Background: an optimization exercise with open tools, aiming at small area, a short achievable clock period and few clock cycles. Do not read the settings as production practice.
Function was checked by simulation only, so behaviour that the tests miss may differ from the original.

--- flow/config.mk ---
export PLATFORM = sky130hd
export DESIGN_NAME = tfx
export DESIGN_NICKNAME = tfx
export VERILOG_FILES = /design/flow/design.v
export SDC_FILE = /design/flow/constraint.sdc
export NUM_CORES = 4
export LEC_CHECK = 0
export ABC_AREA = 1
export CAP_MARGIN = 20
export CORE_MARGIN = 2
export CORE_UTILIZATION = 40
export PLACE_DENSITY = 0.5
export SETUP_SLACK_MARGIN = 5
export SLEW_MARGIN = 20
--- flow/design.v ---
module tfx #(
  parameter PREMUL_ROUND = 0           
) (
  input  wire        clk,
  input  wire        rst,              
  input  wire        req,
  input  wire        we,
  input  wire [3:0]  addr,             
  input  wire [31:0] wdata,
  output wire        ready,
  output reg  [31:0] rdata
);
  localparam [31:0] ID_VALUE = 32'h31584654;
  localparam [3:0] A_ID = 4'h0, A_STATUS = 4'h1, A_CMD = 4'h2, A_ORDER = 4'h3,
                   A_NREQ = 4'h4, A_WIDTH = 4'h5, A_HEIGHT = 4'h6, A_DIST = 4'h7,
                   A_COORD = 4'h8, A_FLO = 4'h9, A_FHI = 4'hA, A_QBYTE = 4'hB,
                   A_ABYTE = 4'hC, A_NATIVE = 4'hD;
  localparam [7:0] OP_NOP = 8'h00, OP_CLEAR = 8'h01, OP_SETN = 8'h02, OP_SETDIM = 8'h03,
                   OP_D2XY = 8'h04, OP_XY2D = 8'h05, OP_BOUNDS = 8'h06,
                   OP_QH = 8'h10, OP_QC = 8'h11, OP_QL = 8'h12, OP_QA = 8'h13,
                   OP_DQH = 8'h18, OP_DQC = 8'h19, OP_DQL = 8'h1A,
                   OP_PREMUL = 8'h20, OP_UNPREMUL = 8'h21, OP_NALPHA = 8'h22;
  localparam [3:0] E_NONE = 4'd0, E_ILLEGAL = 4'd1, E_ORDER = 4'd2, E_DIMS = 4'd3,
                   E_DIST = 4'd4, E_COORD = 4'd5;
  localparam [2:0] M_DIV = 3'd0, M_QH = 3'd1, M_SET = 3'd2, M_MOD = 3'd3, M_ZT = 3'd4, M_QH2 = 3'd5;
  localparam [1:0] S_QA = 2'd0, S_PM = 2'd1, S_QC = 2'd2, S_QH = 2'd3;
  reg [4:0]  olog;                     
  reg [31:0] nreq, width, height, dist_r, coord, native;
  reg [63:0] f;
  reg [7:0]  qbyte, abyte;
  reg [3:0]  err_last, err_first;
  reg        inb, nan_flag;
  reg        busy;
  reg [2:0]  mode;
  reg [6:0]  cnt;
  assign ready = ~busy;
  wire wr_acc = req & ~busy & we;
  function [4:0] lzc16(input [15:0] v);
    integer i;
    reg found;
    begin
      lzc16 = 5'd16;
      found = 1'b0;
      for (i = 15; i >= 0; i = i - 1)
        if (!found && v[i]) begin
          lzc16 = 5'(15 - i);
          found = 1'b1;
        end
    end
  endfunction
  function [3:0] msb16(input [15:0] v);
    integer i;
    begin
      msb16 = 4'd0;
      for (i = 0; i < 16; i = i + 1)
        if (v[i]) msb16 = i[3:0];
    end
  endfunction
  function [4:0] clog2_16(input [15:0] m);
    reg [15:0] t;
    begin
      if (m <= 16'd1) clog2_16 = 5'd0;
      else begin
        t = m - 16'd1;
        clog2_16 = {1'b0, msb16(t)} + 5'd1;
      end
    end
  endfunction
  function [18:0] ks19(input [18:0] a, input [18:0] b, input ci);
    reg [18:0] g, p, gg, pp, c;
    integer i, d;
    begin
      g = a & b;
      p = a ^ b;
      gg = g;
      pp = p;
      for (d = 1; d < 19; d = d * 2)
        for (i = 18; i >= d; i = i - 1) begin
          gg[i] = gg[i] | (pp[i] & gg[i-d]);
          pp[i] = pp[i] & pp[i-d];
        end
      c[0] = ci;
      for (i = 1; i < 19; i = i + 1)
        c[i] = gg[i-1] | (pp[i-1] & ci);
      ks19 = p ^ c;
    end
  endfunction
  function [25:0] ks26(input [25:0] a, input [25:0] b, input ci);
    reg [25:0] g, p, gg, pp, c;
    integer i, d;
    begin
      g = a & b;
      p = a ^ b;
      gg = g;
      pp = p;
      for (d = 1; d < 26; d = d * 2)
        for (i = 25; i >= d; i = i - 1) begin
          gg[i] = gg[i] | (pp[i] & gg[i-d]);
          pp[i] = pp[i] & pp[i-d];
        end
      c[0] = ci;
      for (i = 1; i < 26; i = i + 1)
        c[i] = gg[i-1] | (pp[i-1] & ci);
      ks26 = p ^ c;
    end
  endfunction
  function [49:0] inc50(input [49:0] v);
    reg [49:0] pp;
    integer i, d;
    begin
      pp = v;
      for (d = 1; d < 50; d = d * 2)
        for (i = 49; i >= d; i = i - 1)
          pp[i] = pp[i] & pp[i-d];
      inc50[0] = ~v[0];
      for (i = 1; i < 50; i = i + 1)
        inc50[i] = v[i] ^ pp[i-1];
    end
  endfunction
  wire [16:0] order = 17'd1 << olog;
  always @(*) begin
    case (addr)
      A_ID:     rdata = ID_VALUE;
      A_STATUS: rdata = {22'd0, nan_flag, inb, err_first, err_last};
      A_ORDER:  rdata = {15'd0, order};
      A_NREQ:   rdata = nreq;
      A_WIDTH:  rdata = width;
      A_HEIGHT: rdata = height;
      A_DIST:   rdata = dist_r;
      A_COORD:  rdata = coord;
      A_FLO:    rdata = f[31:0];
      A_FHI:    rdata = f[63:32];
      A_QBYTE:  rdata = {24'd0, qbyte};
      A_ABYTE:  rdata = {24'd0, abyte};
      A_NATIVE: rdata = native;
      default:  rdata = 32'd0;
    endcase
  end
  wire [7:0] c_op  = wdata[7:0];
  wire       c_rsv = (wdata[31:8] != 24'd0);
  wire [31:0] nreq_m1  = nreq - 32'd1;
  wire        setn_ok  = (nreq != 32'd0) && ((nreq & nreq_m1) == 32'd0) && (nreq[31:17] == 15'd0);
  reg  [4:0]  setn_log;
  integer si;
  always @(*) begin
    setn_log = 5'd0;
    for (si = 0; si < 17; si = si + 1)
      if (nreq[si]) setn_log = si[4:0];
  end
  wire        dim_bad  = (width[31:16] != 16'd0) || (height[31:16] != 16'd0);
  wire [4:0]  cl_w     = clog2_16(width[15:0]);
  wire [4:0]  cl_h     = clog2_16(height[15:0]);
  wire [4:0]  dim_log  = (cl_w > cl_h) ? cl_w : cl_h;
  wire        bounds_v = ((width[31:16] != 16'd0) || (coord[15:0] < width[15:0])) &&
                         ((height[31:16] != 16'd0) || (coord[31:16] < height[15:0]));
  wire [15:0] lvl_act;
  genvar gi;
  generate
    for (gi = 0; gi < 16; gi = gi + 1) begin : g_act
      assign lvl_act[gi] = (olog > gi);
    end
  endgenerate
  wire d2xy_bad = (olog < 5'd16) && ((dist_r >> {olog, 1'b0}) != 32'd0);
  reg [15:0] d_x, d_y;
  reg        d_sw, d_cm, d_rx, d_ry;
  integer di;
  always @(*) begin
    d_sw = 1'b0;
    d_cm = 1'b0;
    d_x  = 16'd0;
    d_y  = 16'd0;
    for (di = 15; di >= 0; di = di - 1) begin
      d_rx = dist_r[2*di+1];
      d_ry = dist_r[2*di] ^ d_rx;
      if (lvl_act[di]) begin
        d_x[di] = (d_sw ? d_ry : d_rx) ^ d_cm;
        d_y[di] = (d_sw ? d_rx : d_ry) ^ d_cm;
        d_sw = d_sw ^ ~d_ry;
        d_cm = d_cm ^ (~d_ry & d_rx);
      end
    end
  end
  wire xy2d_bad = (({1'b0, coord[15:0]} >> olog) != 17'd0) || (({1'b0, coord[31:16]} >> olog) != 17'd0);
  reg [31:0] x_d;
  reg        x_s, x_c, x_rx, x_ry;
  integer xi;
  always @(*) begin
    x_s = 1'b0;
    x_c = 1'b0;
    x_d = 32'd0;
    for (xi = 15; xi >= 0; xi = xi - 1) begin
      if (lvl_act[xi]) begin
        x_rx = (x_s ? coord[16+xi] : coord[xi]) ^ x_c;
        x_ry = (x_s ? coord[xi] : coord[16+xi]) ^ x_c;
        x_d[2*xi+1] = x_rx;
        x_d[2*xi]   = x_rx ^ x_ry;
        x_c = x_c ^ (~x_ry & x_rx);
        x_s = x_s ^ ~x_ry;
      end
    end
  end
  wire        f_sign = f[63];
  wire [10:0] f_bexp = f[62:52];
  wire [51:0] f_frac = f[51:0];
  wire        f_nan  = (f_bexp == 11'h7FF) && (f_frac != 52'd0);
  wire        f_inf  = (f_bexp == 11'h7FF) && (f_frac == 52'd0);
  wire        f_tiny = (f_bexp == 11'd0);
  wire signed [12:0] f_e = $signed({2'b00, f_bexp}) - 13'sd1023;
  wire        f_gt1  = (f_bexp > 11'd1023) || ((f_bexp == 11'd1023) && (f_frac != 52'd0));
  wire [15:0] n_na  = native[31:16];
  wire [15:0] n_nc  = native[15:0];
  wire [4:0]  na_lz = lzc16(n_na);
  wire [31:0] na_rr = {n_na, n_na} << na_lz[3:0];
  wire [15:0] na_r  = na_rr[31:16];                        
  wire [20:0] na_lo = {na_r, na_r[15:11]} + {20'd0, na_r[10]};
  wire [63:0] nalpha_f = (n_na == 16'd0)      ? 64'd0 :
                         (n_na == 16'hFFFF)   ? 64'h3FF0000000000000 :
                         {1'b0, 11'(11'd1022 - {6'd0, na_lz}), na_r[14:0], na_r, na_lo};
  localparam [255:0] dqc_f_0 = 256'h0000000000000000000000000000000000000000000000001818181838383838;
  localparam [255:0] dqc_f_1 = 256'h0ff00ff00ff00ff00000000000000000000000003c3c3c3c07f807f807f807f8;
  localparam [255:0] dqc_f_2 = 256'h0ffff0000ffff0000ff00ff00000000000003c3c03fc03fc0007fff80007fff8;
  localparam [255:0] dqc_f_3 = 256'h0ffffffff00000000ffff0000ff00000003c03fc0003fffc00000007fffffff8;
  localparam [255:0] dqc_f_4 = 256'h0fffffffffffffff0fffffff0fff0f000cfcfffcfffffffcfffffffffffffff8;
  localparam [255:0] dqc_f_5 = 256'h0ffffffffffffffff0000000f000f0f03303000300000003fffffffffffffff8;
  localparam [255:0] dqc_f_6 = 256'h5aaaaaaaaaaaaaaaffffffff0000000000000000ffffffff5555555555555552;
  localparam [255:0] dqc_f_7 = 256'h6cccccccccccccccaaaaaaaaffff00000000ffff555555553333333333333336;
  localparam [255:0] dqc_f_8 = 256'h70f0f0f0f0f0f0f0ccccccccaaaaff0000ff5555333333330f0f0f0f0f0f0f0e;
  localparam [255:0] dqc_f_9 = 256'h7f00ff00ff00ff00f0f0f0f0ccccaaf00f5533330f0f0f0f00ff00ff00ff00fe;
  localparam [255:0] dqc_f_10 = 256'h7fff0000ffff0000ff00ff00f0f0ccac35330f0f00ff00ff0000ffff0000fffe;
  localparam [255:0] dqc_f_11 = 256'h7fffffff00000000ffff0000ff00f0ca530f00ff0000ffff00000000fffffffe;
  localparam [255:0] dqc_f_12 = 256'h7ffffffffffffffffffffffffffffffffffffffffffffffffffffffffffffffe;
  localparam [255:0] dqc_f_13 = 256'h7fffffffffffffff00000000000000000000000000000000fffffffffffffffe;
  localparam [255:0] dqc_f_14 = 256'h2aaaaaaaaaaaaaaaffffffff0000000000000000ffffffff5555555555555554;
  localparam [255:0] dqc_f_15 = 256'h4cccccccccccccccaaaaaaaaffff00000000ffff555555553333333333333332;
  localparam [255:0] dqc_f_16 = 256'h70f0f0f0f0f0f0f0ccccccccaaaaff0000ff5555333333330f0f0f0f0f0f0f0e;
  localparam [255:0] dqc_f_17 = 256'h7f00ff00ff00ff00f0f0f0f0ccccaaf00f5533330f0f0f0f00ff00ff00ff00fe;
  localparam [255:0] dqc_f_18 = 256'h7fff0000ffff0000ff00ff00f0f0ccac35330f0f00ff00ff0000ffff0000fffe;
  localparam [255:0] dqc_f_19 = 256'h7fffffff00000000ffff0000ff00f0ca530f00ff0000ffff00000000fffffffe;
  localparam [255:0] dqc_f_20 = 256'h7ffffffffffffffffffffffffffffffffffffffffffffffffffffffffffffffe;
  localparam [255:0] dqc_f_21 = 256'h7fffffffffffffff00000000000000000000000000000000fffffffffffffffe;
  localparam [255:0] dqc_f_22 = 256'h2aaaaaaaaaaaaaaaffffffff0000000000000000ffffffff5555555555555554;
  localparam [255:0] dqc_f_23 = 256'h4cccccccccccccccaaaaaaaaffff00000000ffff555555553333333333333332;
  localparam [255:0] dqc_f_24 = 256'h70f0f0f0f0f0f0f0ccccccccaaaaff0000ff5555333333330f0f0f0f0f0f0f0e;
  localparam [255:0] dqc_f_25 = 256'h7f00ff00ff00ff00f0f0f0f0ccccaaf00f5533330f0f0f0f00ff00ff00ff00fe;
  localparam [255:0] dqc_f_26 = 256'h7fff0000ffff0000ff00ff00f0f0ccac35330f0f00ff00ff0000ffff0000fffe;
  localparam [255:0] dqc_f_27 = 256'h7fffffff00000000ffff0000ff00f0ca530f00ff0000ffff00000000fffffffe;
  localparam [255:0] dqc_f_28 = 256'h7ffffffffffffffffffffffffffffffffffffffffffffffffffffffffffffffe;
  localparam [255:0] dqc_f_29 = 256'h7fffffffffffffff00000000000000000000000000000000fffffffffffffffe;
  localparam [255:0] dqc_f_30 = 256'h2aaaaaaaaaaaaaaaffffffff0000000000000000ffffffff5555555555555554;
  localparam [255:0] dqc_f_31 = 256'h4cccccccccccccccaaaaaaaaffff00000000ffff555555553333333333333332;
  localparam [255:0] dqc_f_32 = 256'h70f0f0f0f0f0f0f0ccccccccaaaaff0000ff5555333333330f0f0f0f0f0f0f0e;
  localparam [255:0] dqc_f_33 = 256'h7f00ff00ff00ff00f0f0f0f0ccccaaf00f5533330f0f0f0f00ff00ff00ff00fe;
  localparam [255:0] dqc_f_34 = 256'h7fff0000ffff0000ff00ff00f0f0ccac35330f0f00ff00ff0000ffff0000fffe;
  localparam [255:0] dqc_f_35 = 256'h7fffffff00000000ffff0000ff00f0ca530f00ff0000ffff00000000fffffffe;
  localparam [255:0] dqc_f_36 = 256'h7ffffffffffffffffffffffffffffffffffffffffffffffffffffffffffffffe;
  localparam [255:0] dqc_f_37 = 256'h7fffffffffffffff00000000000000000000000000000000fffffffffffffffe;
  localparam [255:0] dqc_f_38 = 256'h2aaaaaaaaaaaaaaaffffffff0000000000000000ffffffff5555555555555554;
  localparam [255:0] dqc_f_39 = 256'h4cccccccccccccccaaaaaaaaffff00000000ffff555555553333333333333332;
  localparam [255:0] dqc_f_40 = 256'h70f0f0f0f0f0f0f0ccccccccaaaaff0000ff5555333333330f0f0f0f0f0f0f0e;
  localparam [255:0] dqc_f_41 = 256'h7f00ff00ff00ff00f0f0f0f0ccccaaf00f5533330f0f0f0f00ff00ff00ff00fe;
  localparam [255:0] dqc_f_42 = 256'h7fff0000ffff0000ff00ff00f0f0ccac35330f0f00ff00ff0000ffff0000fffe;
  localparam [255:0] dqc_f_43 = 256'h7fffffff00000000ffff0000ff00f0ca530f00ff0000ffff00000000fffffffe;
  localparam [255:0] dqc_f_44 = 256'h7ffffffffffffffffffffffffffffffffffffffffffffffffffffffffffffffe;
  localparam [255:0] dqc_f_45 = 256'h7fffffffffffffff00000000000000000000000000000000fffffffffffffffe;
  localparam [255:0] dqc_f_46 = 256'h2aaaaaaaaaaaaaaaffffffff0000000000000000ffffffff5555555555555554;
  localparam [255:0] dqc_f_47 = 256'h4cccccccccccccccaaaaaaaaffff00000000ffff555555553333333333333332;
  localparam [255:0] dqc_f_48 = 256'h70f0f0f0f0f0f0f0ccccccccaaaaff0000ff5555333333330f0f0f0f0f0f0f0e;
  localparam [255:0] dqc_f_49 = 256'h7f00ff00ff00ff00f0f0f0f0ccccaaf00f5533330f0f0f0f00ff00ff00ff00fe;
  localparam [255:0] dqc_f_50 = 256'h7fff0000ffff0000ff00ff00f0f0ccac35330f0f00ff00ff0000ffff0000fffe;
  localparam [255:0] dqc_f_51 = 256'h7fffffff00000000ffff0000ff00f0ca530f00ff0000ffff00000000fffffffe;
  localparam [255:0] dqc_f_52 = 256'h8000000000000000ffffffff0000ff0db0ff0000ffffffff0000000000000001;
  localparam [255:0] dqc_f_53 = 256'hffffffffffffffff000000000000fff18fff000000000000ffffffffffffffff;
  localparam [255:0] dqc_f_54 = 256'hffffffffffffffffffffffffffff00018000ffffffffffffffffffffffffffff;
  localparam [255:0] dqc_f_55 = 256'hfffffffffffffffffffffffffffffffe7fffffffffffffffffffffffffffffff;
  localparam [255:0] dqc_f_56 = 256'hffffffffffffffffffffffffffffffffffffffffffffffffffffffffffffffff;
  localparam [255:0] dqc_f_57 = 256'hffffffffffffffffffffffffffffffffffffffffffffffffffffffffffffffff;
  localparam [255:0] dqc_f_58 = 256'hffffffffffffffffffffffffffffffffffffffffffffffffffffffffffffffff;
  localparam [255:0] dqc_f_59 = 256'hffffffffffffffffffffffffffffffffffffffffffffffffffffffffffffffff;
  localparam [255:0] dqc_f_60 = 256'hffffffffffffffffffffffffffffffffffffffffffffffffffffffffffffffff;
  localparam [255:0] dqc_f_61 = 256'hffffffffffffffffffffffffffffffffffffffffffffffffffffffffffffffff;
  localparam [255:0] dqc_f_62 = 256'h0000000000000000000000000000000000000000000000000000000000000000;
  localparam [255:0] dqc_f_63 = 256'h00000000000000000000000000000000ffffffffffffffffffffffffffffffff;
  wire [63:0] dqc_f;
  assign dqc_f[0] = dqc_f_0[qbyte];
  assign dqc_f[1] = dqc_f_1[qbyte];
  assign dqc_f[2] = dqc_f_2[qbyte];
  assign dqc_f[3] = dqc_f_3[qbyte];
  assign dqc_f[4] = dqc_f_4[qbyte];
  assign dqc_f[5] = dqc_f_5[qbyte];
  assign dqc_f[6] = dqc_f_6[qbyte];
  assign dqc_f[7] = dqc_f_7[qbyte];
  assign dqc_f[8] = dqc_f_8[qbyte];
  assign dqc_f[9] = dqc_f_9[qbyte];
  assign dqc_f[10] = dqc_f_10[qbyte];
  assign dqc_f[11] = dqc_f_11[qbyte];
  assign dqc_f[12] = dqc_f_12[qbyte];
  assign dqc_f[13] = dqc_f_13[qbyte];
  assign dqc_f[14] = dqc_f_14[qbyte];
  assign dqc_f[15] = dqc_f_15[qbyte];
  assign dqc_f[16] = dqc_f_16[qbyte];
  assign dqc_f[17] = dqc_f_17[qbyte];
  assign dqc_f[18] = dqc_f_18[qbyte];
  assign dqc_f[19] = dqc_f_19[qbyte];
  assign dqc_f[20] = dqc_f_20[qbyte];
  assign dqc_f[21] = dqc_f_21[qbyte];
  assign dqc_f[22] = dqc_f_22[qbyte];
  assign dqc_f[23] = dqc_f_23[qbyte];
  assign dqc_f[24] = dqc_f_24[qbyte];
  assign dqc_f[25] = dqc_f_25[qbyte];
  assign dqc_f[26] = dqc_f_26[qbyte];
  assign dqc_f[27] = dqc_f_27[qbyte];
  assign dqc_f[28] = dqc_f_28[qbyte];
  assign dqc_f[29] = dqc_f_29[qbyte];
  assign dqc_f[30] = dqc_f_30[qbyte];
  assign dqc_f[31] = dqc_f_31[qbyte];
  assign dqc_f[32] = dqc_f_32[qbyte];
  assign dqc_f[33] = dqc_f_33[qbyte];
  assign dqc_f[34] = dqc_f_34[qbyte];
  assign dqc_f[35] = dqc_f_35[qbyte];
  assign dqc_f[36] = dqc_f_36[qbyte];
  assign dqc_f[37] = dqc_f_37[qbyte];
  assign dqc_f[38] = dqc_f_38[qbyte];
  assign dqc_f[39] = dqc_f_39[qbyte];
  assign dqc_f[40] = dqc_f_40[qbyte];
  assign dqc_f[41] = dqc_f_41[qbyte];
  assign dqc_f[42] = dqc_f_42[qbyte];
  assign dqc_f[43] = dqc_f_43[qbyte];
  assign dqc_f[44] = dqc_f_44[qbyte];
  assign dqc_f[45] = dqc_f_45[qbyte];
  assign dqc_f[46] = dqc_f_46[qbyte];
  assign dqc_f[47] = dqc_f_47[qbyte];
  assign dqc_f[48] = dqc_f_48[qbyte];
  assign dqc_f[49] = dqc_f_49[qbyte];
  assign dqc_f[50] = dqc_f_50[qbyte];
  assign dqc_f[51] = dqc_f_51[qbyte];
  assign dqc_f[52] = dqc_f_52[qbyte];
  assign dqc_f[53] = dqc_f_53[qbyte];
  assign dqc_f[54] = dqc_f_54[qbyte];
  assign dqc_f[55] = dqc_f_55[qbyte];
  assign dqc_f[56] = dqc_f_56[qbyte];
  assign dqc_f[57] = dqc_f_57[qbyte];
  assign dqc_f[58] = dqc_f_58[qbyte];
  assign dqc_f[59] = dqc_f_59[qbyte];
  assign dqc_f[60] = dqc_f_60[qbyte];
  assign dqc_f[61] = dqc_f_61[qbyte];
  assign dqc_f[62] = dqc_f_62[qbyte];
  assign dqc_f[63] = dqc_f_63[qbyte];
  localparam [255:0] dqh_dl_0 = 256'h500a002005500a0020380f701c00380fc0003c00043c60438060268908210116;
  localparam [255:0] dqh_dl_1 = 256'h000a000005000a0000080f000c00080f00003000003020030040040108210116;
  wire [1:0] dqh_dl;
  assign dqh_dl[0] = dqh_dl_0[qbyte];
  assign dqh_dl[1] = dqh_dl_1[qbyte];
  wire [14:0] dh_p   = {qbyte, 6'd0} + {1'b0, qbyte, 5'd0} + {3'd0, qbyte, 3'd0};   
  wire [8:0]  dh_s   = {2'b00, dh_p[14:8]} + {1'b0, dh_p[7:0]};
  wire        dh_w   = (dh_s >= 9'd255);
  wire [7:0]  dh_m   = dh_w ? 8'(dh_s - 9'd255) : dh_s[7:0];
  wire [8:0]  dh_i   = {1'b0, qbyte} + {2'b00, dh_p[14:8]} + {8'd0, dh_w};
  reg  [3:0]  dh_n;
  integer hi;
  always @(*) begin
    dh_n = 4'd0;
    for (hi = 0; hi < 9; hi = hi + 1)
      if (dh_i[hi]) dh_n = hi[3:0];
  end
  wire [3:0]  dh_sh  = 4'd8 - dh_n;
  wire [16:0] dh_top = {dh_i, dh_m} << dh_sh;
  wire [15:0] dh_mm  = {dh_m, dh_m} << dh_sh[2:0];
  wire [7:0]  dh_blk = dh_mm[15:8];                         
  wire [1:0]  dh_dl  = dqh_dl;
  wire [11:0] dh_lo  = {dh_blk, dh_blk[7:4]} + {{10{dh_dl[1]}}, dh_dl} + {11'd0, dh_blk[3]};
  wire [63:0] dqh_f  = (qbyte == 8'd0)   ? 64'd0 :
                       (qbyte == 8'hFF)  ? 64'h4076700000000000 :
                       {1'b0, 11'(11'd1023 + {7'd0, dh_n}), dh_top[15:8],
                        dh_blk, dh_blk, dh_blk, dh_blk, dh_lo};
  reg  [17:0] dv_r;                    
  reg  [15:0] dv_d;                    
  reg  signed [5:0] dv_e;              
  wire [31:0] nat_nx = (wr_acc && addr == A_NATIVE) ? wdata : native;
  wire [4:0]  px_la  = lzc16(nat_nx[31:16]);
  wire [4:0]  px_lc  = lzc16(nat_nx[15:0]);
  wire [15:0] px_d   = nat_nx[31:16] << px_la[3:0];
  wire [15:0] px_x   = nat_nx[15:0] << px_lc[3:0];
  wire        px_lt  = (px_x < px_d);
  wire [17:0] dv_pr  = {1'b0, px_lt ? {px_x, 1'b0} : {1'b0, px_x}};
  wire signed [5:0] dv_pe = $signed({1'b0, px_la}) - $signed({1'b0, px_lc}) - (px_lt ? 6'sd1 : 6'sd0);
  function [17:0] dv_step(input [17:0] r, input [15:0] d);
    reg [18:0] t;
    begin
      t = ks19({r, 1'b0}, r[17] ? {2'b00, d, 1'b0} : ~{2'b00, d, 1'b0}, ~r[17]);
      dv_step = t[17:0];
    end
  endfunction
  wire [17:0] dv_r1 = dv_step(dv_r,  dv_d);
  wire [17:0] dv_r2 = dv_step(dv_r1, dv_d);
  wire [17:0] dv_r3 = dv_step(dv_r2, dv_d);
  wire [17:0] dv_r4 = dv_step(dv_r3, dv_d);
  wire [17:0] dv_r5 = dv_step(dv_r4, dv_d);
  wire [4:0]  dv_q5 = {~dv_r1[17], ~dv_r2[17], ~dv_r3[17], ~dv_r4[17], ~dv_r5[17]};
  wire [17:0] dv_n2d = 18'd0 - {1'b0, dv_d, 1'b0};
  wire        pk_rz  = dv_r[17] ? (dv_r != dv_n2d) : (dv_r != 18'd0);
  wire        pk_rnd = f[1] & (f[0] | pk_rz | f[2]);
  wire [49:0] pk_hi  = (pk_rnd && f[4:2] == 3'b111) ? inc50(f[54:5]) : f[54:5];
  wire [2:0]  pk_lo  = f[4:2] + {2'd0, pk_rnd};
  wire [10:0] pk_ex  = 11'(11'sd1023 + {{5{dv_e[5]}}, dv_e});
  wire [63:0] pk_f   = {1'b0, pk_ex, pk_hi[48:0], pk_lo};
  wire [17:0] m18    = {1'b1, f_frac[51:35]};
  wire        qh_cyc = busy && (mode == M_QH);
  wire [7:0]  mul_c  = qh_cyc ? 8'd17 : abyte;
  reg  [25:0] mul_s, mul_cy;
  reg  [25:0] pp0, pp1, pp2, pp3, pp4, pp5, pp6, pp7;
  reg  [25:0] s1a, c1a, s1b, c1b, s2a, c2a, s2b, c2b, s3, c3;
  always @(*) begin
    pp0 = mul_c[0] ? {8'd0, m18}       : 26'd0;
    pp1 = mul_c[1] ? {7'd0, m18, 1'b0} : 26'd0;
    pp2 = mul_c[2] ? {6'd0, m18, 2'd0} : 26'd0;
    pp3 = mul_c[3] ? {5'd0, m18, 3'd0} : 26'd0;
    pp4 = mul_c[4] ? {4'd0, m18, 4'd0} : 26'd0;
    pp5 = mul_c[5] ? {3'd0, m18, 5'd0} : 26'd0;
    pp6 = mul_c[6] ? {2'd0, m18, 6'd0} : 26'd0;
    pp7 = mul_c[7] ? {1'd0, m18, 7'd0} : 26'd0;
    s1a = pp0 ^ pp1 ^ pp2;  c1a = ((pp0 & pp1) | (pp0 & pp2) | (pp1 & pp2)) << 1;
    s1b = pp3 ^ pp4 ^ pp5;  c1b = ((pp3 & pp4) | (pp3 & pp5) | (pp4 & pp5)) << 1;
    s2a = s1a ^ c1a ^ s1b;  c2a = ((s1a & c1a) | (s1a & s1b) | (c1a & s1b)) << 1;
    s2b = c1b ^ pp6 ^ pp7;  c2b = ((c1b & pp6) | (c1b & pp7) | (pp6 & pp7)) << 1;
    s3  = s2a ^ c2a ^ s2b;  c3  = ((s2a & c2a) | (s2a & s2b) | (c2a & s2b)) << 1;
    mul_s  = s3 ^ c3 ^ c2b;
    mul_cy = ((s3 & c3) | (s3 & c2b) | (c3 & c2b)) << 1;
  end
  wire [25:0] mul_p  = ks26(mul_s, mul_cy, 1'b0);
  wire [12:0] sh_r13 = 13'(13'sd8 - f_e);
  wire [4:0]  sh_r   = (sh_r13 > 13'd18) ? 5'd18 : sh_r13[4:0];
  wire [33:0] sh_q34 = {mul_p, 8'd0} >> sh_r;
  wire [30:0] sh_q   = sh_q34[30:0];
  wire        sh_ovf = (sh_q34[33:31] != 3'd0);
  wire [12:0] fx_r13 = 13'd0 - f_e;
  wire [3:0]  fx_r   = (fx_r13 > 13'd10) ? 4'd10 : fx_r13[3:0];
  wire [17:0] fx     = m18 >> fx_r;
  wire [25:0] q255   = ks26({fx, 8'd0}, ~{8'd0, fx}, 1'b1);
  wire        pm_sat  = sh_ovf || (sh_q[30:25] != 6'd0) || (sh_q[24:17] == 8'hFF) ||
                        (sh_q[24:17] == 8'hFE && sh_q[16]);
  wire [7:0]  pm_b    = pm_sat ? 8'hFF : (sh_q[24:17] + {7'd0, sh_q[16]});
  wire        pm_amb  = !pm_sat && !sh_q[16] && (sh_q[15:9] == 7'h7F);
  wire        qa_sat  = (q255[25] != 1'b0) || (q255[24:17] == 8'hFF) ||
                        (q255[24:17] == 8'hFE && q255[16]);
  wire [7:0]  qa_b    = qa_sat ? 8'hFF : (q255[24:17] + {7'd0, q255[16]});
  wire        qa_amb  = !qa_sat && !q255[16] && (q255[15:10] == 6'h3F);
  wire [24:0] qc_w    = f_sign ? {1'b0, ~q255[24:1]} : {1'b1, q255[24:1]};
  wire [7:0]  qc_b0   = qc_w[24:17];
  wire        qc_top  = (qc_w[16:9] == 8'hFF) && (qc_b0 != 8'hFF);
  wire        qc_bot  = (qc_w[16:9] == 8'h00) && (qc_b0 != 8'h00);
  wire [7:0]  qc_k    = qc_bot ? (qc_b0 - 8'd1) : qc_b0;
  wire [11:0] qh_yh   = sh_q[30:19] + 12'd3;
  wire [27:0] qh_y    = {qh_yh, sh_q[18:3]};
  wire [10:0] qh_i1   = sh_ovf ? 11'h7FF : qh_y[27:17];
  wire [10:0] qh_i    = dv_r[17:7];
  wire [6:0]  qh_fr   = dv_r[6:0];
  wire        qh_big  = (qh_i >= 11'd768);
  wire [9:0]  qh_i10  = qh_i[9:0];
  wire [7:0]  qh_q3   = 8'(qh_i10 / 10'd3);
  wire [1:0]  qh_r3   = 2'(qh_i10 % 10'd3);
  wire        qh_top  = !qh_big && (qh_r3 == 2'd2) && (qh_fr == 7'h7F) && (qh_q3 != 8'd255);
  wire        qh_bot  = !qh_big && (qh_r3 == 2'd0) && (qh_fr == 7'h00) && (qh_q3 != 8'd0);
  wire [7:0]  qh_b    = qh_big ? 8'hFF : qh_bot ? (qh_q3 - 8'd1) : qh_q3;
  reg [1:0]  sop;
  reg [4:0]  sl_e;                     
  reg        sl_s6;                    
  reg signed [13:0] zacc;
  reg        sc_car, sc_g, sc_st, sq, rbq, sl_sig;
  wire [2:0]  sl_off  = (sop == S_QH) ? (sl_s6 ? 3'd6 : 3'd5) : (sop == S_QC) ? 3'd0 : 3'd2;
  wire [7:0]  st_u    = {1'b0, cnt} + {{3{sl_e[4]}}, sl_e};
  wire [6:0]  st_t    = cnt - {4'd0, sl_off};
  wire        st_pre  = (cnt < {4'd0, sl_off});
  wire        st_rot  = !st_pre && (st_t < 7'd64);
  wire        st_m    = st_pre ? 1'b0 : (st_t < 7'd52) ? f[0] : (st_t == 7'd52);
  wire [7:0]  st_c    = (sop == S_PM) ? abyte : (sop == S_QH) ? 8'd17 : 8'd255;
  wire [8:0]  st_k2p1 = {qbyte, 1'b1};
  wire signed [13:0] st_k1 = (sop == S_QH) ? -$signed({3'b000, st_k2p1, 1'b0} + {4'b0000, st_k2p1})
                                           : -$signed({5'b00000, st_k2p1});
  wire signed [13:0] st_k2 = (sop == S_QH) ? 14'sd3 : 14'sd1;
  wire        sc_mm   = sl_sig ? ~st_m : st_m;
  wire        sc_ep   = (st_u == 8'd52);
  wire        sc_bit  = sc_mm ^ sc_ep ^ sc_car;
  wire        sc_carn = (sc_mm & sc_ep) | (sc_mm & sc_car) | (sc_ep & sc_car);
  wire [1:0]  st_b    = (sop == S_QC) ? ({1'b0, sq} + {1'b0, rbq}) : {1'b0, st_m};
  wire signed [13:0] st_s1 = (st_b == 2'd0) ? 14'sd0 :
                             (st_b == 2'd1) ? $signed({6'd0, st_c}) : $signed({5'd0, st_c, 1'b0});
  wire [7:0]  st_p1   = (sop == S_QH) ? (sl_s6 ? 8'd60 : 8'd59) : 8'd53;
  wire [7:0]  st_p2   = (sop == S_QH) ? 8'({st_j[6], st_j} + (sl_s6 ? 8'd8 : 8'd7)) : 8'({st_j[6], st_j} + 8'd1);
  wire signed [13:0] st_s2 = (st_u == st_p1) ? st_k1 : (st_u == st_p2) ? st_k2 : 14'sd0;
  wire [7:0]  st_ug   = sl_sig ? 8'hFF : 8'h00;
  wire signed [7:0] st_ud = $signed(st_u) - $signed(st_ug);      
  wire signed [13:0] st_sum = zacc + st_s1 + st_s2;
  wire signed [13:0] st_nx  = st_sum >>> 1;
  wire [5:0]  a45     = zacc[5:0];
  wire [5:0]  pw45    = zacc[11:6];
  wire        m45_m   = (cnt < 7'd52) ? f[0] : (cnt == 7'd52);
  wire [6:0]  m45_s   = {1'b0, a45} + (m45_m ? {1'b0, pw45} : 7'd0);
  wire [5:0]  m45_a   = (m45_s >= 7'd45) ? 6'(m45_s - 7'd45) : m45_s[5:0];
  wire [6:0]  m45_p2  = {pw45, 1'b0};
  wire [5:0]  m45_p   = (m45_p2 >= 7'd45) ? 6'(m45_p2 - 7'd45) : m45_p2[5:0];
  wire signed [6:0] m45_rr = (m45_a >= 6'd23) ? ($signed({1'b0, m45_a}) - 7'sd45) : $signed({1'b0, m45_a});
  wire signed [13:0] m45_k0 = -($signed({{7{m45_rr[6]}}, m45_rr}) * 14'sd17);
  reg [6:0] st_j;
  integer ji;
  always @(*) begin
    st_j = 7'h7E;
    for (ji = 0; ji < 8; ji = ji + 1)
      if (qbyte[ji]) st_j = ji[6:0];
  end
  wire [6:0]  e7      = f_e[6:0];
  wire        qh_s5   = (f_frac[51:44] >= 8'h68);         
  task automatic fail(input [3:0] e);
    begin
      err_last <= e;
      if (err_first == E_NONE) err_first <= e;
    end
  endtask
  task automatic slow_start(input [1:0] so, input [7:0] k);
    begin
      sop   <= so;
      qbyte <= k;
      busy  <= 1'b1;
      mode  <= M_SET;
    end
  endtask
  always @(posedge clk) begin
    if (rst) begin
      olog      <= 5'd0;
      nreq      <= 32'd1;
      width     <= 32'd0;
      height    <= 32'd0;
      dist_r    <= 32'd0;
      coord     <= 32'd0;
      f         <= 64'd0;
      qbyte     <= 8'd0;
      abyte     <= 8'd0;
      native    <= 32'd0;
      err_last  <= 4'd0;
      err_first <= 4'd0;
      inb       <= 1'b0;
      nan_flag  <= 1'b0;
      busy      <= 1'b0;
      mode      <= M_DIV;
      cnt       <= 7'd0;
    end else if (!busy) begin
      dv_r <= dv_pr;
      dv_d <= px_d;
      dv_e <= dv_pe;
      mode <= M_DIV;
      if (wr_acc) begin
        case (addr)
          A_NREQ:   nreq   <= wdata;
          A_WIDTH:  width  <= wdata;
          A_HEIGHT: height <= wdata;
          A_DIST:   dist_r <= wdata;
          A_COORD:  coord  <= wdata;
          A_FLO:    f[31:0]  <= wdata;
          A_FHI:    f[63:32] <= wdata;
          A_QBYTE:  qbyte  <= wdata[7:0];
          A_ABYTE:  abyte  <= wdata[7:0];
          A_NATIVE: native <= wdata;
          A_CMD: begin
            if (c_rsv) begin
              fail(E_ILLEGAL);
            end else begin
              err_last <= E_NONE;
              case (c_op)
                OP_NOP: ;
                OP_CLEAR: begin
                  err_first <= E_NONE;
                  nan_flag  <= 1'b0;
                end
                OP_SETN:
                  if (setn_ok) olog <= setn_log;
                  else         fail(E_ORDER);
                OP_SETDIM:
                  if (dim_bad) fail(E_DIMS);
                  else         olog <= dim_log;
                OP_BOUNDS: inb <= bounds_v;
                OP_D2XY:
                  if (d2xy_bad) fail(E_DIST);
                  else          coord <= {d_y, d_x};
                OP_XY2D:
                  if (xy2d_bad) fail(E_COORD);
                  else          dist_r <= x_d;
                OP_NALPHA: f <= nalpha_f;
                OP_DQH:    f <= dqh_f;
                OP_DQC, OP_DQL: f <= dqc_f;
                OP_UNPREMUL:
                  if (n_na == 16'd0 || n_nc == 16'd0) f <= 64'd0;
                  else if (n_nc >= n_na)             f <= 64'h3FF0000000000000;
                  else begin
                    dv_r  <= dv_r5;
                    f     <= {f[58:0], dv_q5};
                    busy  <= 1'b1;
                    cnt   <= 7'd0;
                  end
                OP_QA:
                  if (f_nan) begin qbyte <= 8'd0; nan_flag <= 1'b1; end
                  else if (f_sign || f_tiny) qbyte <= 8'd0;
                  else if (f_inf || f_e > 13'sd0) qbyte <= 8'hFF;
                  else if (f_e < -13'sd10) qbyte <= 8'd0;
                  else if (qa_amb) slow_start(S_QA, qa_b);
                  else qbyte <= qa_b;
                OP_PREMUL:
                  if (f_nan || (f_inf && abyte == 8'd0)) begin qbyte <= 8'd0; nan_flag <= 1'b1; end
                  else if (f_sign || f_tiny || abyte == 8'd0) qbyte <= 8'd0;
                  else if (f_inf || f_e > 13'sd7) qbyte <= 8'hFF;
                  else if (f_e < -13'sd10) qbyte <= 8'd0;
                  else if (pm_amb) slow_start(S_PM, pm_b);
                  else qbyte <= pm_b;
                OP_QC, OP_QL:
                  if (f_nan) begin qbyte <= 8'd0; nan_flag <= 1'b1; end
                  else if (f_gt1 || f_bexp == 11'd1023) qbyte <= f_sign ? 8'd0 : 8'hFF;
                  else if (f_tiny) qbyte <= 8'd128;
                  else if (f_e < -13'sd7)
                    qbyte <= (!f_sign || f_e < -13'sd54 || (f_e == -13'sd54 && f_frac == 52'd0)) ? 8'd128 : 8'd127;
                  else if (qc_top || qc_bot) slow_start(S_QC, qc_k);
                  else qbyte <= qc_b0;
                OP_QH:
                  if (f_nan) begin qbyte <= 8'd0; nan_flag <= 1'b1; end
                  else if (f_sign || f_tiny) qbyte <= 8'd0;
                  else if (f_inf || f_e > 13'sd8) qbyte <= 8'hFF;
                  else if (f_e < -13'sd1) qbyte <= 8'd0;
                  else begin
                    busy <= 1'b1;
                    mode <= M_QH;
                  end
                default: fail(E_ILLEGAL);
              endcase
            end
          end
          default: ;
        endcase
      end
    end else begin
      if (mode != M_DIV || cnt == 7'd10) begin
        dv_r <= dv_pr;
        dv_d <= px_d;
        dv_e <= dv_pe;
      end
      case (mode)
        M_DIV: begin
          cnt  <= cnt + 7'd1;
          if (cnt == 7'd10) begin
            f    <= pk_f;
            busy <= 1'b0;
          end else begin
            dv_r <= dv_r5;
            f    <= {f[58:0], dv_q5};
          end
        end
        M_QH: begin
          dv_r <= {qh_i1, qh_y[16:10]};
          mode <= M_QH2;
        end
        M_QH2: begin
          if (qh_top || qh_bot) slow_start(S_QH, qh_b);
          else begin
            qbyte <= qh_b;
            busy  <= 1'b0;
          end
        end
        M_SET: begin
          cnt    <= 7'd0;
          zacc   <= 14'sd0;
          sc_car <= f_sign;
          sl_sig <= f_sign;
          sc_g   <= 1'b0;
          sc_st  <= 1'b0;
          sq     <= 1'b0;
          rbq    <= 1'b0;
          sl_e   <= e7[4:0];
          sl_s6  <= !qh_s5;
          if (sop == S_QH) begin
            mode <= M_MOD;
            zacc <= {2'b00, qh_s5 ? 6'd32 : 6'd19, 6'd0};
          end else begin
            mode <= M_ZT;
          end
        end
        M_MOD: begin
          f    <= {f[0], f[63:1]};
          zacc <= {2'b00, m45_p, m45_a};
          cnt  <= cnt + 7'd1;
          if (cnt == 7'd63) begin
            zacc <= m45_k0;
            cnt  <= 7'd0;
            mode <= M_ZT;
          end
        end
        default: begin    
          if (st_rot) f <= {f[0], f[63:1]};
          zacc   <= st_nx;
          sc_car <= sc_carn;
          sq     <= (st_ud >= 8'sd0) ? sc_bit : 1'b0;
          rbq    <= (st_ud == 8'sd0) ? (sc_g & (sc_st | sc_bit)) : 1'b0;
          if (st_ud == -8'sd1) sc_g <= sc_bit;
          if (st_ud <  -8'sd1) sc_st <= sc_st | sc_bit;
          cnt <= cnt + 7'd1;
          if (cnt == 7'd71) begin
            if (!st_nx[13]) qbyte <= qbyte + 8'd1;
            busy <= 1'b0;
          end
        end
      endcase
    end
  end
endmodule
--- flow/flow/run.sh ---
#!/bin/bash
set -euo pipefail
bash standard.sh SETUP_SLACK_MARGIN=10 TNS_END_PERCENT=100 finish > orfs_make.log 2>&1
--- flow/standard.sh ---
#!/bin/bash
# synth_recipe.tcl (not shown) runs the flow's synth.tcl, then flattens the netlist and writes it again
# the make line also repeats each setting of config.mk as NAME=value (left out here)
make -C /OpenROAD-flow-scripts/flow DESIGN_CONFIG=/design/flow/config.mk WORK_HOME=/design/flow/orfs CLKGATE_MAP_FILE= SYNTH_SCRIPT=/design/flow/synth_recipe.tcl "${@:-finish}"
--- flow/constraint.sdc ---
create_clock -name core_clock -period 20.0 [get_ports {clk}]
set_input_delay 4.0000 -clock core_clock [delete_from_list [all_inputs] [get_ports {clk}]]
set_output_delay 4.0000 -clock core_clock [all_outputs]
set_load 0.01 [all_outputs]
==> reports/results.tsv, run 1 <==
metric	value	unit
viasPerCell	6.10	
synth.area.top_cells	nand2_1, dfxtp_1, ha_1, inv_1, o21ai_0	
hold_class	register to register	
grt_pass1_wl	411000	um
dp_hpwl	226000	um
clk_path_buf_depth	3	
final_core_utilization	48.1	%
grt_max_degree	92	
fmax	0.0958	GHz
antenna_found_initial	25	
synth_edf_count	68	
use_met3	10.1	%
synth.largest_area_cell	nand2_1	
end_kind	register	
coreArea	129000	um^2
dr.pass1.iters	7	
synth_fa_ha_area_share	14.4	%
ys.flop_type	dfxtp_1	
synth_seq_cells	365	
grt_overflow	0	
status	complete, no violations	
use_met1	54.8	%
grtUsageMet2	60.7	%
r2r-start	dv_r[17]	
place_congestion	1.06	
syn2layout_area_growth	19.3	%
synthMuxAreaShare	0.307	%
mostFrequentLayoutCells	nand2_1, inv_1, nor2_1	
cp_common_cell	buf_4	
dieArea	133000	um^2
final_cells	10400	
clkLatencyLatePin	700	ps
period_share	52.2	%
ys_seq_area_share	15.3	%
grt_pass1_vias	57900	
critical_path_required	20550	ps
vias	63600	
final_common_cell	nand2_1	
fp.dieH	365	um
setup_ws	9560	ps
io_pins	73	
routed_wl	292000	um
async_flop_share	0	%
ctsHtreeMaxLevel	2	
synth.top_cell.area_share	11.6	%
synth_top_family_by_area	simple AND/OR/NAND/NOR gates	
fin_skew	37.7	ps
syn-cell-area	52200	um^2
slowest_delay	470	ps
cts_tree	built	
synth_nets	8928	
cpMaxStageDelayCell	edfxtp_1	
drive_gt1_share	13.0	%
drcViolationCount	0	
numCtsBuffers	51	
postSynthAreaPerCell	6.24	um^2
hold_start	err_last[2]	
setup_viol	0	
drtAntennaViolNets	0	
worstSetupPathType	register to register	
path_buf_inv	26	
final.fill_count	13700	
cts.sinks	365	
cp.arrival	10990	ps
start_kind	register	
synth_compound_gate_area_share	24.5	%
dr.first_iter.drc_count	7687	
path_max_fanout	10	
start_util	40.3	%
maxCapViolations	0	
tightestPinTransition	1300	ps
synth_xor_area_share	7.04	%
yosysWarningCount	1	
port_buffers	72	
crit_start	dv_r[17]	
busiest_layer	met2	
nets	9193	
die_x	365	um
cts-root-buf	clkbuf_16	
final.setup.tns	0	ps
grt_usage	42.1	%
dp_cells	10000	
path_clk_slew	60	ps
ctsHoldBuffers	0	
place_ws	7400	ps
yosysUniqueCellTypes	74	
rsz0062_at_grt	true	
finalCriticalPeriod	10440	ps
hold_violations	0	
relSlewSlack	13.1	%
yosys.area_share.simple	26.7	%
cp_top_family	buffers and inverters	
syn_inst	8363	
rows	132	
maxSlewViolCount	0	
wl_per_cell	28.1	um
worst register-to-register path, delay by kind of cell, from the launching register on:
| family | cells | cell delay [ps] |
|---|---|---|
| AOI/OAI and AO/OA | 15 | 2420 |
| xor gates and xnor gates | 5 | 800 |
| adders and majority gates | 5 | 1670 |
| buffers and inverters | 26 | 2740 |
| DFF | 1 | 470 |
| and+or+nand+nor | 18 | 2220 |
cell usage after synthesis, types with 13 or more instances:
master and number:
o21ai_1 29, ha_1 395, a21o_1 13, edfxtp_1 68, o22ai_1 92, clkbuf_1 272
o2111ai_1 41, o211ai_1 100, nor4_1 69, nand3_1 364, a21oi_1 545, buf_1 22
nand2_1 1608, nand4_1 112, o31ai_1 27, xor2_1 333, nand3_2 24, nor2_1 875
a31oi_1 104, inv_2 18, a221oi_1 76, o21bai_1 29, fa_1 130, dfxtp_1 297
a211oi_1 49, mux2i_1 16, or2_2 31, a2111oi_0 19, inv_1 1226, nand2_2 34
xnor2_1 87, clkinv_1 36, nor3_1 133, o221ai_1 74, o21ai_0 829, a22oi_1 21
o311ai_0 15
final cells by class:
| type | instances | area (um^2) | share of cell area (%) |
|---|---|---|---|
| multi-input cells | 6414 | 40600 | 65.2 |
| flip-flops and latches | 365 | 8010 | 12.8 |
| inverters | 1280 | 4930 | 7.91 |
| repair buffers | 514 | 4510 | 7.24 |
| well taps | 1742 | 2180 | 3.50 |
| clock buffers | 69 | 1400 | 2.25 |
| clock inverters | 27 | 608 | 0.976 |
| diodes | 12 | 30.0 | 0.0482 |
| repair inverters | 2 | 15.0 | 0.0241 |
sequential cells by signal, summed over array words and instances, names as in the netlist, 3 cells and up:
name       count
abyte          8
cnt            7
coord         32
dist_r        32
dv_d          16
dv_e           6
dv_r          18
err_first      4
err_last       3
f             64
height        32
mode           3
native        32
nreq          32
olog           5
qbyte          8
sl_e           5
width         32
zacc          14
metrics by stage:
step	cell area, um^2	hold slack, ps
after floorplan	52400	430
after global routing	62300	494
after CTS	60200	486
after detailed placement	55100	472
final	62300	489
after global placement	55100	473
logic make-up (layout without fill, tap and decap cells):
family / Yosys count / in the layout
AOI/OAI and AO/OA: 2149 / 2149
xor gates and xnor gates: 420 / 420
adders and majority gates: 525 / 525
muxes: 16 / 16
buffers and inverters: 1595 / 1892
other: 0 / 12
and+or+nand+nor: 3293 / 3304
DFF: 365 / 365
per-layer routing:
metal,up-vias,wire length (um)
met4,22,25500
met2,3854,117000
met3,975,31800
li1,28800,-
met5,-,169
met1,30000,118000
path summary, 6_finish.rpt:
path,end,slack (ps),cells after the start
worst min-delay path,err_last[2],490,2
worst max register to register,f[0],9560,69
worst max-delay path,f[0],9560,69
worst min register to register,err_last[2],490,2
timing repair:
| item | CTS | global route |
|---|---|---|
| pin swaps | 116 | 174 |
| endpoints found under the setup margin | 105 | 73 |
| buffers inserted | 160 | 114 |
| cloned | 19 | 7 |
| gates resized for setup | 424 | 354 |
Testbench counts, summed over its fixed seeds: cycles 25,622.
==> run 2, diff against run 1 <==
==> flow/flow/run.sh (replaced) <==
#!/bin/bash
set -euo pipefail
bash standard.sh SETUP_SLACK_MARGIN=11 TNS_END_PERCENT=100 finish > orfs_make.log 2>&1
--- a/flow/config.mk
+++ b/flow/config.mk
@@ -5,7 +5,6 @@
 export SDC_FILE = /design/flow/constraint.sdc
 export NUM_CORES = 4
 export LEC_CHECK = 0
-export ABC_AREA = 1
 export CAP_MARGIN = 20
 export CORE_MARGIN = 2
 export CORE_UTILIZATION = 40
==> run 2 against run 1 <==
Net effect:
- still clean
- register-to-register slack worse by 280 ps
- design area grew 9.9%
- critical path depth decreased by 10
==> reports/results.tsv, run 2 <==
metric	value	unit	change
end_kind	register		
dr.first_iter.drc_count	7929		+3.1%
path_max_fanout	6		-4
period_share	53.6	%	+1.4 points
reg2reg_slack	9280	ps	-280 ps
synth.largest_area_cell	dfxtp_1		
ctsHoldBuffers	0		unchanged
synth_edf_count	68		unchanged
rr_worst_depth	59		-14%
nets	8502		-7.5%
hold_ws	473	ps	-16.7 ps
cts.sinks	365		unchanged
synth_xor_area_share	8.62	%	+1.6 points
clkLatencyLatePin	700	ps	about the same
slowest_delay	430	ps	-40 ps
status	complete, no violations		
io_pins	73		unchanged
relSlewSlack	17.6	%	+4.5 points
hold_violations	0		unchanged
final.setup.tns	0	ps	unchanged
antenna_found_initial	24		-4.0%
rows	134		+1.5%
cts-root-buf	clkbuf_16		
ctsHtreeMaxLevel	2		unchanged
synth_top_family_by_area	compound AO/OA/AOI/OAI gates		
ys.flop_type	dfxtp_1		
start_kind	register		
dieArea	137000	um^2	+2.9%
port_buffers	72		unchanged
dr.pass1.iters	10		+3
tightestPinTransition	1240	ps	-62.7 ps
synthMuxAreaShare	4.72	%	+4.4 points
wl_per_cell	28.8	um	+2.7%
yosysWarningCount	1		unchanged
die_x	371	um	+1.4%
largest-register	f		
path_clk_slew	60	ps	about the same
mostFrequentLayoutCells	nand2_1, nor2_1, a21oi_1		
yosys.area_share.simple	23.2	%	-3.5 points
finalCriticalPeriod	10720	ps	+276 ps
fin_skew	60.1	ps	+22.3 ps
synth_seq_cells	365		unchanged
grt_overflow	0		unchanged
synth.area.top_cells	dfxtp_1, ha_1, a21oi_1, nand2_1, xnor2_1		
cp.arrival	11080	ps	+90 ps
final_cells	9758		-6.4%
largest_reg_flops	64		unchanged
dp_hpwl	197000	um	-13%
worstSetupPathType	register to register		
drive_gt1_share	20.6	%	+7.5 points
hold_depth	2		unchanged
async_flop_share	0	%	unchanged
routed_wl	281000	um	-3.8%
synth_fa_ha_area_share	14.1	%	-0.39 points
cp_common_cell	a21o_1		
yosysMostFrequentCell	nand2_1		
cpMaxStageDelayCell	edfxtp_1		
yosysUniqueCellTypes	115		+55%
setup_viol	0		unchanged
synthTopCellsByCount	nand2_1, nor2_1, a21oi_1, clkbuf_1, inv_1		
grt_usage	38.7	%	-3.5 points
synth.top_cell.area_share	11.1	%	-0.49 points
grt_pass1_vias	56700		-2.0%
fp.dieH	371	um	+1.4%
start_util	40.3	%	-0.064 points
hold_class	register to register		
cts_tree	built		
clk_path_buf_depth	3		unchanged
grt_max_degree	87		-5.4%
maxSlewViolCount	0		unchanged
critical_path_required	20360	ps	-190 ps
dp_cells	9072		-9.4%
drcViolationCount	0		unchanged
synth_compound_gate_area_share	27.7	%	+3.3 points
syn2layout_area_growth	27.4	%	
place_congestion	1.04		-1.4%
vias	62900		-1.2%
syn-cell-area	53700	um^2	+2.9%
fmax	0.0933	GHz	-2.6%
numCtsBuffers	51		unchanged
synth_nets	8154		-8.7%
postSynthAreaPerCell	7.08	um^2	+13%
drtAntennaViolNets	0		unchanged
maxCapViolations	0		unchanged
final_core_utilization	51.3	%	+3.2 points
viasPerCell	6.44		+5.6%
grt_pass1_wl	397000	um	-3.5%
ys_seq_area_share	14.9	%	-0.43 points
coreArea	133000	um^2	+3.1%
syn_inst	7589		-9.3%
final_common_cell	nand2_1		
rsz0062_at_grt	true		
## run 2: cell types whose count changed in the layout (fill, tap and decap cells not counted), moves of 102 or more
cell | previous run | this run
xnor2_1 | 82 | 305
mux2i_1 | 15 | 144
nor2_1 | 814 | 712
nand2_1 | 1562 | 879
o21ai_0 | 737 | 320
buf_4 | 387 | 562
xor2_1 | 319 | 168
a21o_1 | 13 | 121
nand3_1 | 348 | 184
inv_1 | 1170 | 395
a21oi_1 | 514 | 630
## run 2: final cells by class
type                            count  area [um^2]
Fill cell                       13100        65000
Clock inverter                     25          403
Inverter                          432         1670
Tap cell                         1768         2210
Antenna cell                       13         32.5
Timing Repair inverter              1         5.00
Multi-Input combinational cell   6269        46800
Timing Repair Buffer              817         7880
Sequential cell                   365         8030
Clock buffer                       68         1480
## run 2: metrics by stage
step	setup slack (ps)	cell area [um^2]
after floorplan	8620	55200
after global placement	7070	57000
after detailed placement	7000	57000
after CTS	9420	64400
after global routing	8840	68400
final	9280	68500
## run 2: cell families (layout without fill, tap and decap cells)
kind of cell	count (synthesis)	after routing
buf+inv	965	1343
fa+ha+maj	526	526
simple gates	2695	2702
other cells	0	13
mux	234	234
xor+xnor	527	529
compound gates	2277	2278
flops	365	365
## run 2: worst paths after layout
kind	from	to
setup / recovery	dv_r[17]	dv_r[14]
hold / removal	height[21]	height[21]
setup reg to reg	dv_r[17]	dv_r[14]
hold reg to reg	height[21]	height[21]
## run 2: per-layer routing
layer  GRT usage [%]  share of wire (%)
met5               0              0.045
met4            24.6                7.8
met3            9.21                 10
met2            57.4                 42
met1            50.1                 40
## run 2: critical path: cells and delay by family, from the launching register on
kind,cells,cell delay [ps]
compound gates,29,4900
xor+xnor,9,1480
fa+ha+maj,5,1420
buf+inv,9,1360
simple gates,7,860
flops,1,430
## run 2: timing repair
item | 4_1_cts | 5_1_grt
setup buffers | 321 | 220
setup endpoints to repair | 121 | 99
resized for setup | 686 | 418
cloned | 25 | 14
pin swaps | 238 | 286
==> run 3, diff against run 2 <==
--- a/flow/design.v
+++ b/flow/design.v
@@ -451,9 +451,8 @@
   wire [7:0]  qc_k    = qc_bot ? (qc_b0 - 8'd1) : qc_b0;
   wire [11:0] qh_yh   = sh_q[30:19] + 12'd3;
   wire [27:0] qh_y    = {qh_yh, sh_q[18:3]};
-  wire [10:0] qh_i1   = sh_ovf ? 11'h7FF : qh_y[27:17];
-  wire [10:0] qh_i    = dv_r[17:7];
-  wire [6:0]  qh_fr   = dv_r[6:0];
+  wire [10:0] qh_i    = sh_ovf ? 11'h7FF : qh_y[27:17];
+  wire [6:0]  qh_fr   = qh_y[16:10];
   wire        qh_big  = (qh_i >= 11'd768);
   wire [9:0]  qh_i10  = qh_i[9:0];
   wire [7:0]  qh_q3   = 8'(qh_i10 / 10'd3);
@@ -651,10 +650,6 @@
           end
         end
         M_QH: begin
-          dv_r <= {qh_i1, qh_y[16:10]};
-          mode <= M_QH2;
-        end
-        M_QH2: begin
           if (qh_top || qh_bot) slow_start(S_QH, qh_b);
           else begin
             qbyte <= qh_b;
==> flow/flow/run.sh (replaced) <==
#!/bin/bash
set -euo pipefail
bash standard.sh SETUP_SLACK_MARGIN=10 TNS_END_PERCENT=100 finish > orfs_make.log 2>&1
--- a/flow/config.mk
+++ b/flow/config.mk
@@ -5,6 +5,7 @@
 export SDC_FILE = /design/flow/constraint.sdc
 export NUM_CORES = 4
 export LEC_CHECK = 0
+export ABC_AREA = 1
 export CAP_MARGIN = 20
 export CORE_MARGIN = 2
 export CORE_UTILIZATION = 40
==> run 3 against run 2 <==
Net effect:
- still clean
- non-clock buffer count is 120 lower
- maximum frequency is 5.3% lower
- final cell count is 8.9% higher
- register-to-register slack worse by 600 ps
- worst setup slack worse by 600 ps
- clock skew is 24 ps higher
- critical endpoint is now mode[2]
==> reports/results.tsv, run 3 <==
metric	value	unit	change
status	complete, no violations		
grt_usage	40.0	%	+1.3 points
dp_hpwl	214000	um	+8.7%
syn-cell-area	52700	um^2	-2.0%
grt_pass1_wl	404000	um	+1.9%
drive_gt1_share	18.2	%	-2.4 points
dp_cells	10000		+10%
synth.largest_area_cell	dfxtp_1		
ctsHtreeMaxLevel	2		unchanged
ys.flop_type	dfxtp_1		
slowest_delay	580	ps	+150 ps
rows	133		-0.75%
yosysUniqueCellTypes	90		-22%
vias	64200		+2.1%
maxCapViolations	0		unchanged
yosysWarningCount	1		unchanged
hold_depth	2		unchanged
cts_tree	built		
maxSlewViolCount	0		unchanged
final_cells	10600		+8.9%
critical_path_required	20560	ps	+200 ps
async_flop_share	0	%	unchanged
rr_worst_depth	87		+47%
largest-register	f		
io_pins	73		unchanged
tightestPinTransition	1370	ps	+132 ps
clk_path_buf_depth	3		unchanged
mostFrequentLayoutCells	nand2_1, inv_1, nor2_1		
drtAntennaViolNets	0		unchanged
routed_wl	284000	um	+1.1%
final_core_utilization	49.6	%	-1.7 points
final.setup.tns	0	ps	unchanged
yosysMostFrequentCell	nand2_1		
path_clk_slew	60	ps	about the same
finalCriticalPeriod	11320	ps	+600 ps
period_share	56.6	%	+3.0 points
synthTopCellsByCount	nand2_1, inv_1, nor2_1, o21ai_0, a21oi_1		
hold_violations	0		unchanged
worstSetupPathType	register to register		
synth_seq_cells	365		unchanged
path_max_fanout	7		+1
hold_class	register to register		
syn2layout_area_growth	23.6	%	
wl_per_cell	26.8	um	-7.2%
dieArea	135000	um^2	-1.9%
coreArea	131000	um^2	-1.7%
dr.first_iter.drc_count	7519		-5.2%
start_kind	register		
cts-root-buf	clkbuf_16		
setup_viol	0		unchanged
drcViolationCount	0		unchanged
fp.dieH	367	um	-0.98%
synth_nets	8948		+9.7%
antenna_found_initial	27		+13%
ctsHoldBuffers	0		unchanged
cp.arrival	11880	ps	+800 ps
rsz0062_at_grt	true		
postSynthAreaPerCell	6.28	um^2	-11%
synth_edf_count	68		unchanged
grt_overflow	0		unchanged
synth.top_cell.area_share	11.3	%	+0.22 points
dr.pass1.iters	8		-2
port_buffers	72		unchanged
viasPerCell	6.04		-6.2%
final_common_cell	nand2_1		
die_x	367	um	-0.98%
end_kind	register		
grt_max_degree	103		+18%
numCtsBuffers	48		-5.9%
clkLatencyLatePin	710	ps	about the same
start_util	40.2	%	-0.094 points
syn_inst	8387		+11%
grt_pass1_vias	59200		+4.3%
cpMaxStageDelayCell	fa_1		
fin_skew	83.9	ps	+23.9 ps
ys_seq_area_share	15.2	%	+0.30 points
cts.sinks	365		unchanged
relSlewSlack	7.88	%	-9.8 points
nets	9384		+10%
fmax	0.0884	GHz	-5.3%
synth.area.top_cells	dfxtp_1, nand2_1, ha_1, inv_1, o21ai_0		
place_congestion	1.06		+1.1%
largest_reg_flops	64		unchanged
cp_common_cell	nand2_2		
==> run 3: layer usage <==
layer / track usage [%] / wire length (um) / share of wire (%)
met3: 8.20 / 28000 / 9.9
met4: 22.3 / 19500 / 6.8
met2: 61.0 / 121000 / 43
met1: 52.5 / 116000 / 41
met5: 0 / 242 / 0.085
==> run 3: critical path, delay by kind of cell (launching register included) <==
| kind | cells | cell delay, ps |
|---|---|---|
| compound gates | 12 | 1650 |
| buf+inv | 21 | 2070 |
| mux | 1 | 170 |
| fa+ha+maj | 8 | 2670 |
| flops | 1 | 340 |
| xor+xnor | 2 | 260 |
| simple gates | 43 | 4080 |
==> run 3: cell type report <==
cell class              instances  area, um^2
diodes                          9        22.5
clock buffers                  63        1380
clock inverters                27         395
fillers                     13600       66000
inverters                    1204        4700
multi-input cells            6503       42300
flip-flops and latches        365        8020
well taps                    1755        2200
repair buffers                697        6110
repair inverters                4        26.3
==> run 3: worst paths after layout <==
path         startpoint          to  slack, ps
max             mode[2]     mode[2]       8680
min          height[28]  height[28]        470
max reg2reg     mode[2]     mode[2]       8680
min reg2reg  height[28]  height[28]        470
==> run 3: logic make-up after synthesis <==
group                      share of synthesized area, %
and+or+nand+nor                                    27.4
AOI/OAI and AO/OA                                  24.7
buffers and inverters                              11.0
adders and majority gates                          14.2
xor gates and xnor gates                           7.28
DFF                                                15.2
muxes                                             0.209
==> run 3: what timing repair did <==
item                                    in CTS  in global routing
cloned                                      18                  6
gates resized for setup                    551                421
pin swaps                                  216                259
endpoints found under the setup margin      93                 71
buffers inserted                           364                126
==> run 3: stage by stage <==
step                area, um^2  hold slack (ps)  setup WS [ps]
finish                   65100              474           8680
global route             65100              504           8060
CTS                      62500              474           9030
detailed placement       55600              464           7210
global placement         55600              456           7260
floorplan                53100              437           9010
Testbench counts of run 3, summed over its fixed seeds: cycles 25,447.

[separate check: timing with driven ports]
No port has a modelled driver above. Below, the same layouts with a new extraction and two added sets of constraints.
Step 1, drivers: a clkbuf_16 drives clk and a buf_2 each remaining input, both assumed.
Step 2 times the ports against the registers' clock, not the clock port: input delays grow and output delays shrink by t, the midpoint of the rising clock arrivals with the driver on.
Slacks: no drivers / after step 1 / after step 2; pairs: no drivers / after step 1.
run	t (ns)	setup WS [ns]	clock arrival spread, ns	cell pins on the clock port's net
run 1	0.775	9.559 / 9.559 / 9.421	0.039 / 0.040	1
run 2	0.757	9.284 / 9.284 / 9.284	0.064 / 0.064	1
run 3	0.756	8.684 / 8.684 / 8.684	0.084 / 0.084	1
After both steps every run listed still meets setup and hold. The setup slack of run 1, which loses most, moves by 0.000 ns with the drivers and by -0.138 ns with both steps.
